Context: an optimization exercise on an open-source flow, tuned for small area, a short achievable clock period and few clock cycles. The choices shown serve that exercise and are no tape-out recipe.
In this exercise RTL edits were held to simulation tests only and were not proved equivalent to the original.
Power figures rest on the tool's default switching activity, not on a simulated workload.

## the reference run
==> module tcam_ib8, before the edit <==
module tcam_ib8 (
    input              clk,
    input              rst,             
    input              req_valid,
    output             req_ready,
    input      [2:0]   req_op,
    input      [2:0]   req_addr,
    input      [143:0] req_data,        
    input      [143:0] req_mask,        
    input      [31:0]  req_ad,          
    output reg         resp_valid,
    output reg         resp_hit,
    output reg [2:0]   resp_index,
    output reg [31:0]  resp_ad,
    output reg [143:0] resp_data,
    output reg [143:0] resp_mask,
    output reg         resp_entry_valid
);
    localparam OP_WRITE      = 3'd0;
    localparam OP_WRITE_KEEP = 3'd1;
    localparam OP_READ       = 3'd2;
    localparam OP_SET_VALID  = 3'd3;
    localparam OP_CLR_VALID  = 3'd4;
    localparam OP_LOOKUP     = 3'd5;
    localparam OP_GMR_WRITE  = 3'd6;
    localparam OP_FLUSH      = 3'd7;
    localparam N = 8;
    reg [143:0] ent_data [0:N-1];
    reg [143:0] ent_mask [0:N-1];
    reg [31:0]  ent_ad   [0:N-1];
    reg [N-1:0] ent_valid;
    reg [143:0] gmr;
    reg         gmr_ones;        
    assign req_ready = 1'b1;
    wire fire = req_valid && !rst;
    always @(posedge clk) begin
        if (fire && req_op == OP_GMR_WRITE)
            gmr <= req_data;
    end
    always @(posedge clk) begin
        if (rst)
            gmr_ones <= 1'b1;
        else if (fire && req_op == OP_GMR_WRITE)
            gmr_ones <= 1'b0;
    end
    wire keep_all = gmr_ones || (req_op != OP_LOOKUP);
    reg         r_v;
    reg [2:0]   r_op;
    reg [2:0]   r_addr;
    reg [143:0] r_data;
    reg [143:0] r_mask;
    reg [31:0]  r_ad;
    always @(posedge clk) begin
        if (rst)
            r_v <= 1'b0;
        else
            r_v <= req_valid;
    end
    always @(posedge clk) begin
        r_op   <= req_op;
        r_addr <= req_addr;
        r_data <= req_data & (gmr | {144{keep_all}});
        r_mask <= req_mask;
        r_ad   <= req_ad;
    end
    reg [N-1:0] r_sel;           
    integer s;
    always @* begin
        for (s = 0; s < N; s = s + 1)
            r_sel[s] = (r_addr == s);
    end
    wire [143:0] key = r_data;
    reg  [N-1:0] match;
    integer i;
    always @* begin
        for (i = 0; i < N; i = i + 1)
            match[i] = ent_valid[i] && (((key ^ ent_data[i]) & ~ent_mask[i]) == 144'd0);
    end
    always @(posedge clk) begin
        if (rst) begin
            ent_valid <= {N{1'b0}};
        end else if (r_v) begin
            case (r_op)
                OP_WRITE:      ent_valid <= ent_valid | r_sel;
                OP_SET_VALID:  ent_valid <= ent_valid | r_sel;
                OP_CLR_VALID:  ent_valid <= ent_valid & ~r_sel;
                OP_FLUSH:      ent_valid <= {N{1'b0}};
                default: ;
            endcase
        end
    end
    wire [N-1:0] wr_ent = r_sel & {N{r_v && (r_op == OP_WRITE || r_op == OP_WRITE_KEEP)}};
    genvar g;
    generate
        for (g = 0; g < N; g = g + 1) begin : ent
            always @(posedge clk) begin
                if (wr_ent[g]) begin
                    ent_data[g] <= r_data;
                    ent_mask[g] <= r_mask;
                    ent_ad[g]   <= r_ad;
                end
            end
        end
    endgenerate
    reg         q_v;
    reg         q_lookup;
    reg [2:0]   q_addr;
    reg [N-1:0] sel;             
    reg [N-1:0] sel_d;           
    reg [N-1:0] sel_m;           
    reg [N-1:0] q_match;
    always @(posedge clk) begin
        if (rst)
            q_v <= 1'b0;
        else
            q_v <= r_v;
    end
    always @(posedge clk) begin
        q_lookup <= (r_op == OP_LOOKUP);
        q_addr   <= r_addr;
        sel      <= r_sel;
        sel_d    <= r_sel & {N{r_op != OP_LOOKUP}};
        sel_m    <= r_sel & {N{r_op == OP_READ}};
        q_match  <= match;
    end
    reg [N-1:0] win;
    reg         hit;
    reg [2:0]   hit_index;
    integer j;
    always @* begin
        hit = 1'b0;
        hit_index = 3'd0;
        win = {N{1'b0}};
        for (j = 0; j < N; j = j + 1)
            if (q_match[j] && !hit) begin
                hit = 1'b1;
                hit_index = j[2:0];
                win[j] = 1'b1;
            end
    end
    wire [N-1:0] ad_sel = q_lookup ? win : sel;
    reg [143:0] rd_data, rd_mask;
    reg [31:0]  rd_ad;
    integer k;
    always @* begin
        rd_data = 144'd0;
        rd_mask = 144'd0;
        rd_ad   = 32'd0;
        for (k = 0; k < N; k = k + 1) begin
            rd_data = rd_data | (ent_data[k] & {144{sel_d[k]}});
            rd_mask = rd_mask | (ent_mask[k] & {144{sel_m[k]}});
            rd_ad   = rd_ad   | (ent_ad[k]   & {32{ad_sel[k]}});
        end
    end
    always @(posedge clk) begin
        if (rst)
            resp_valid <= 1'b0;
        else
            resp_valid <= q_v;
    end
    always @(posedge clk) begin
        resp_hit         <= q_lookup & hit;
        resp_index       <= q_lookup ? hit_index : q_addr;
        resp_ad          <= rd_ad;
        resp_data        <= rd_data;
        resp_mask        <= rd_mask;
        resp_entry_valid <= |(ent_valid & sel);
    end
endmodule
export LEC_CHECK = 0
export ABC_CLOCK_PERIOD_IN_PS = 3000
export CAP_MARGIN = 20
export CORE_MARGIN = 2
export CORE_UTILIZATION = 45
export CTS_CLUSTER_DIAMETER = 100
export CTS_CLUSTER_SIZE = 22
export PLACE_DENSITY = 0.55
export SLEW_MARGIN = 20
create_clock -name core_clock -period 10.0 [get_ports {clk}]
standard.sh (not shown) runs the stock make flow with config.mk's settings and CLKGATE_MAP_FILE= SYNTH_SCRIPT=/design/flow/synth_recipe.tcl, a recipe that flattens the netlist after the stock synthesis.
==> flow/flow/run.sh <==
#!/bin/bash
# Layout flow: the standard ORFS flow (standard.sh, unchanged synthesis,
# floorplan, power grid, placement, CTS and routing), with
#  - small buffers on the ports instead of the delay cells buffer_ports picks.
# The SDC, clock period and I/O constraints are the standard flow's, unchanged.
set -euo pipefail
cd "$(dirname "$0")/.."
export SETUP_SLACK_MARGIN=6.8
export BUFFER_PORTS_ARGS="-buffer_cell sky130_fd_sc_hd__buf_2"
bash standard.sh finish > standard_flow.log 2>&1
Testbench counts of the reference run, summed over its fixed seeds: cycles 16,024.
Inputs modified between the reference run and the trial run:
--- a/flow/design.v
+++ b/flow/design.v
@@ -64,4 +64,11 @@
         r_ad   <= req_ad;
     end
+    reg [N-1:0] r_we;
+    integer w;
+    always @(posedge clk) begin
+        for (w = 0; w < N; w = w + 1)
+            r_we[w] <= !rst && req_valid && req_addr == w &&
+                       (req_op == OP_WRITE || req_op == OP_WRITE_KEEP);
+    end
     reg [N-1:0] r_sel;           
     integer s;
@@ -90,5 +97,5 @@
         end
     end
-    wire [N-1:0] wr_ent = r_sel & {N{r_v && (r_op == OP_WRITE || r_op == OP_WRITE_KEEP)}};
+    wire [N-1:0] wr_ent = r_we;
     genvar g;
     generate
[summary]
The fraction of standard cell area in multi-input logic on the trial run is in line with that on the reference run. [diff] minimum hold slack, the trial run relative to the reference run: improvement. The reference run ended up with met2 as its layer with the highest usage after global routing; the trial run ended up with met1. As far as chip height is concerned, the reference run and the trial run perform about the same. The trial run vs. the reference run: final worst-path cycle share shows an increase of 0.32 points; worst setup slack moved down; total via count in the routed design grew by about 1.8%; die area did not really move.
Testbench counts of the trial run, summed over its fixed seeds: cycles 16,024.


The RTL this note starts from:
==> flow/design.v <==
module tcam_ib8 (
    input              clk,
    input              rst,             
    input              req_valid,
    output             req_ready,
    input      [2:0]   req_op,
    input      [2:0]   req_addr,
    input      [143:0] req_data,        
    input      [143:0] req_mask,        
    input      [31:0]  req_ad,          
    output reg         resp_valid,
    output reg         resp_hit,
    output reg [2:0]   resp_index,
    output reg [31:0]  resp_ad,
    output reg [143:0] resp_data,
    output reg [143:0] resp_mask,
    output reg         resp_entry_valid
);
    localparam OP_WRITE      = 3'd0;
    localparam OP_WRITE_KEEP = 3'd1;
    localparam OP_READ       = 3'd2;
    localparam OP_SET_VALID  = 3'd3;
    localparam OP_CLR_VALID  = 3'd4;
    localparam OP_LOOKUP     = 3'd5;
    localparam OP_GMR_WRITE  = 3'd6;
    localparam OP_FLUSH      = 3'd7;
    localparam N = 8;
    reg [143:0] ent_data [0:N-1];
    reg [143:0] ent_mask [0:N-1];
    reg [31:0]  ent_ad   [0:N-1];
    reg [N-1:0] ent_valid;
    reg [143:0] gmr;
    reg         gmr_ones;        
    assign req_ready = 1'b1;
    wire fire = req_valid && !rst;
    always @(posedge clk) begin
        if (fire && req_op == OP_GMR_WRITE)
            gmr <= req_data;
    end
    always @(posedge clk) begin
        if (rst)
            gmr_ones <= 1'b1;
        else if (fire && req_op == OP_GMR_WRITE)
            gmr_ones <= 1'b0;
    end
    wire keep_all = gmr_ones || (req_op != OP_LOOKUP);
    reg         r_v;
    reg [2:0]   r_op;
    reg [2:0]   r_addr;
    reg [143:0] r_data;
    reg [143:0] r_mask;
    reg [31:0]  r_ad;
    always @(posedge clk) begin
        if (rst)
            r_v <= 1'b0;
        else
            r_v <= req_valid;
    end
    always @(posedge clk) begin
        r_op   <= req_op;
        r_addr <= req_addr;
        r_data <= req_data & (gmr | {144{keep_all}});
        r_mask <= req_mask;
        r_ad   <= req_ad;
    end
    reg [N-1:0] r_sel;           
    integer s;
    always @* begin
        for (s = 0; s < N; s = s + 1)
            r_sel[s] = (r_addr == s);
    end
    wire [143:0] key = r_data;
    reg  [N-1:0] match;
    integer i;
    always @* begin
        for (i = 0; i < N; i = i + 1)
            match[i] = ent_valid[i] && (((key ^ ent_data[i]) & ~ent_mask[i]) == 144'd0);
    end
    always @(posedge clk) begin
        if (rst) begin
            ent_valid <= {N{1'b0}};
        end else if (r_v) begin
            case (r_op)
                OP_WRITE:      ent_valid <= ent_valid | r_sel;
                OP_SET_VALID:  ent_valid <= ent_valid | r_sel;
                OP_CLR_VALID:  ent_valid <= ent_valid & ~r_sel;
                OP_FLUSH:      ent_valid <= {N{1'b0}};
                default: ;
            endcase
        end
    end
    wire [N-1:0] wr_ent = r_sel & {N{r_v && (r_op == OP_WRITE || r_op == OP_WRITE_KEEP)}};
    genvar g;
    generate
        for (g = 0; g < N; g = g + 1) begin : ent
            always @(posedge clk) begin
                if (wr_ent[g]) begin
                    ent_data[g] <= r_data;
                    ent_mask[g] <= r_mask;
                    ent_ad[g]   <= r_ad;
                end
            end
        end
    endgenerate
    reg         q_v;
    reg         q_lookup;
    reg [2:0]   q_addr;
    reg [N-1:0] sel;             
    reg [N-1:0] q_match;
    always @(posedge clk) begin
        if (rst)
            q_v <= 1'b0;
        else
            q_v <= r_v;
    end
    always @(posedge clk) begin
        q_lookup <= (r_op == OP_LOOKUP);
        q_addr   <= r_addr;
        sel      <= r_sel;
        q_match  <= match;
    end
    reg [N-1:0] win;
    reg         hit;
    reg [2:0]   hit_index;
    integer j;
    always @* begin
        hit = 1'b0;
        hit_index = 3'd0;
        win = {N{1'b0}};
        for (j = 0; j < N; j = j + 1)
            if (q_match[j] && !hit) begin
                hit = 1'b1;
                hit_index = j[2:0];
                win[j] = 1'b1;
            end
    end
    wire [N-1:0] ad_sel = q_lookup ? win : sel;
    reg [143:0] rd_data, rd_mask;
    reg [31:0]  rd_ad;
    integer k;
    always @* begin
        rd_data = 144'd0;
        rd_mask = 144'd0;
        rd_ad   = 32'd0;
        for (k = 0; k < N; k = k + 1) begin
            rd_data = rd_data | (ent_data[k] & {144{sel[k]}});
            rd_mask = rd_mask | (ent_mask[k] & {144{sel[k]}});
            rd_ad   = rd_ad   | (ent_ad[k]   & {32{ad_sel[k]}});
        end
    end
    always @(posedge clk) begin
        if (rst)
            resp_valid <= 1'b0;
        else
            resp_valid <= q_v;
    end
    always @(posedge clk) begin
        resp_hit         <= q_lookup & hit;
        resp_index       <= q_lookup ? hit_index : q_addr;
        resp_ad          <= rd_ad;
        resp_data        <= rd_data;
        resp_mask        <= rd_mask;
        resp_entry_valid <= |(ent_valid & sel);
    end
endmodule
export LEC_CHECK = 0
export ABC_CLOCK_PERIOD_IN_PS = 3000
export CAP_MARGIN = 20
export CORE_MARGIN = 2
export CORE_UTILIZATION = 45
export CTS_CLUSTER_DIAMETER = 100
export CTS_CLUSTER_SIZE = 22
export PLACE_DENSITY = 0.55
export SLEW_MARGIN = 20
create_clock -name core_clock -period 10.0 [get_ports {clk}]
==> flow/flow/run.sh <==
#!/bin/bash
# Layout flow: the standard ORFS flow (standard.sh, unchanged synthesis,
# floorplan, power grid, placement, CTS and routing), with
#  - small buffers on the ports instead of the delay cells buffer_ports picks.
# The SDC, clock period and I/O constraints are the standard flow's, unchanged.
set -euo pipefail
cd "$(dirname "$0")/.."
export SETUP_SLACK_MARGIN=6.4
export BUFFER_PORTS_ARGS="-buffer_cell sky130_fd_sc_hd__buf_2"
bash standard.sh finish > standard_flow.log 2>&1
The first run completed without violations.
Testbench counts at the start, summed over its fixed seeds: cycles 16,024.
Next try:
--- a/flow/design.v
+++ b/flow/design.v
@@ -30,21 +30,10 @@
     reg [31:0]  ent_ad   [0:N-1];
     reg [N-1:0] ent_valid;
     reg [143:0] gmr;
     reg         gmr_ones;        
+    wire [143:0] gmr_eff = gmr | {144{gmr_ones}};
     assign req_ready = 1'b1;
-    wire fire = req_valid && !rst;
-    always @(posedge clk) begin
-        if (fire && req_op == OP_GMR_WRITE)
-            gmr <= req_data;
-    end
-    always @(posedge clk) begin
-        if (rst)
-            gmr_ones <= 1'b1;
-        else if (fire && req_op == OP_GMR_WRITE)
-            gmr_ones <= 1'b0;
-    end
-    wire keep_all = gmr_ones || (req_op != OP_LOOKUP);
     reg         r_v;
     reg [2:0]   r_op;
     reg [2:0]   r_addr;
     reg [143:0] r_data;
@@ -58,9 +47,9 @@
     end
     always @(posedge clk) begin
         r_op   <= req_op;
         r_addr <= req_addr;
-        r_data <= req_data & (gmr | {144{keep_all}});
+        r_data <= req_data;
         r_mask <= req_mask;
         r_ad   <= req_ad;
     end
     reg [N-1:0] r_sel;           
@@ -68,9 +57,9 @@
     always @* begin
         for (s = 0; s < N; s = s + 1)
             r_sel[s] = (r_addr == s);
     end
-    wire [143:0] key = r_data;
+    wire [143:0] key = r_data & gmr_eff;
     reg  [N-1:0] match;
     integer i;
     always @* begin
         for (i = 0; i < N; i = i + 1)
@@ -78,17 +67,23 @@
     end
     always @(posedge clk) begin
         if (rst) begin
             ent_valid <= {N{1'b0}};
+            gmr_ones  <= 1'b1;
         end else if (r_v) begin
             case (r_op)
                 OP_WRITE:      ent_valid <= ent_valid | r_sel;
                 OP_SET_VALID:  ent_valid <= ent_valid | r_sel;
                 OP_CLR_VALID:  ent_valid <= ent_valid & ~r_sel;
+                OP_GMR_WRITE:  gmr_ones  <= 1'b0;
                 OP_FLUSH:      ent_valid <= {N{1'b0}};
                 default: ;
             endcase
         end
+    end
+    always @(posedge clk) begin
+        if (r_v && r_op == OP_GMR_WRITE)
+            gmr <= r_data;
     end
     wire [N-1:0] wr_ent = r_sel & {N{r_v && (r_op == OP_WRITE || r_op == OP_WRITE_KEEP)}};
     genvar g;
     generate
@@ -104,9 +99,8 @@
     endgenerate
     reg         q_v;
     reg         q_lookup;
     reg [2:0]   q_addr;
-    reg [N-1:0] sel;             
     reg [N-1:0] q_match;
     always @(posedge clk) begin
         if (rst)
             q_v <= 1'b0;
@@ -115,10 +109,15 @@
     end
     always @(posedge clk) begin
         q_lookup <= (r_op == OP_LOOKUP);
         q_addr   <= r_addr;
-        sel      <= r_sel;
         q_match  <= match;
+    end
+    reg [N-1:0] sel;             
+    integer t;
+    always @* begin
+        for (t = 0; t < N; t = t + 1)
+            sel[t] = (q_addr == t);
     end
     reg [N-1:0] win;
     reg         hit;
     reg [2:0]   hit_index;
The changed run passed the timing, design-rule and antenna checks.
Wire length is about the same.
Combinational power goes up by 14%.
Worst setup slack degrades by 89 ps.
Sequential share of layout area goes down by 0.75 points.
Synthesized area barely changes.
Fmax went down by 2.4%.
Non-clock buffer count rises by 31.
Testbench counts after the change, summed over its fixed seeds: cycles 16,024.

[separate check: timing with driven ports]
The flow's constraints put no driver on any port. The routed layouts listed below were extracted and timed again, unchanged, in two steps.
Step 1, drivers: a clkbuf_16 drives clk and a buf_2 each remaining input, both assumed.
Step 2, shift: input delay + t, output delay - t, t = (earliest + latest rising clock arrival at the registers) / 2. This alone moves slack from input paths to output paths.
Slacks: ideal ports / drivers / drivers and shift; pairs: ideal ports / drivers.
| run | t, ns | setup slack, ns | latest minus earliest clock arrival (ns) | worst data-port slew with drivers (ns) |
|---|---|---|---|---|
| the reference run | 1.011 | 6.487 / 6.378 / 5.966 | 0.064 / 0.063 | 0.14 |
| the trial run | 1.014 | 6.454 / 6.350 / 5.869 | 0.069 / 0.069 | 0.14 |
| the first run of note 2 | 1.014 | 6.364 / 6.275 / 5.761 | 0.069 / 0.069 | 0.13 |
| the second run of note 2 | 1.006 | 6.275 / 6.275 / 6.275 | 0.046 / 0.047 | 0.09 |
After both steps setup and hold are still met in every run listed. For the first run of note 2, which loses most, drivers alone change the setup slack by -0.089 ns; drivers and shift together by -0.603 ns.
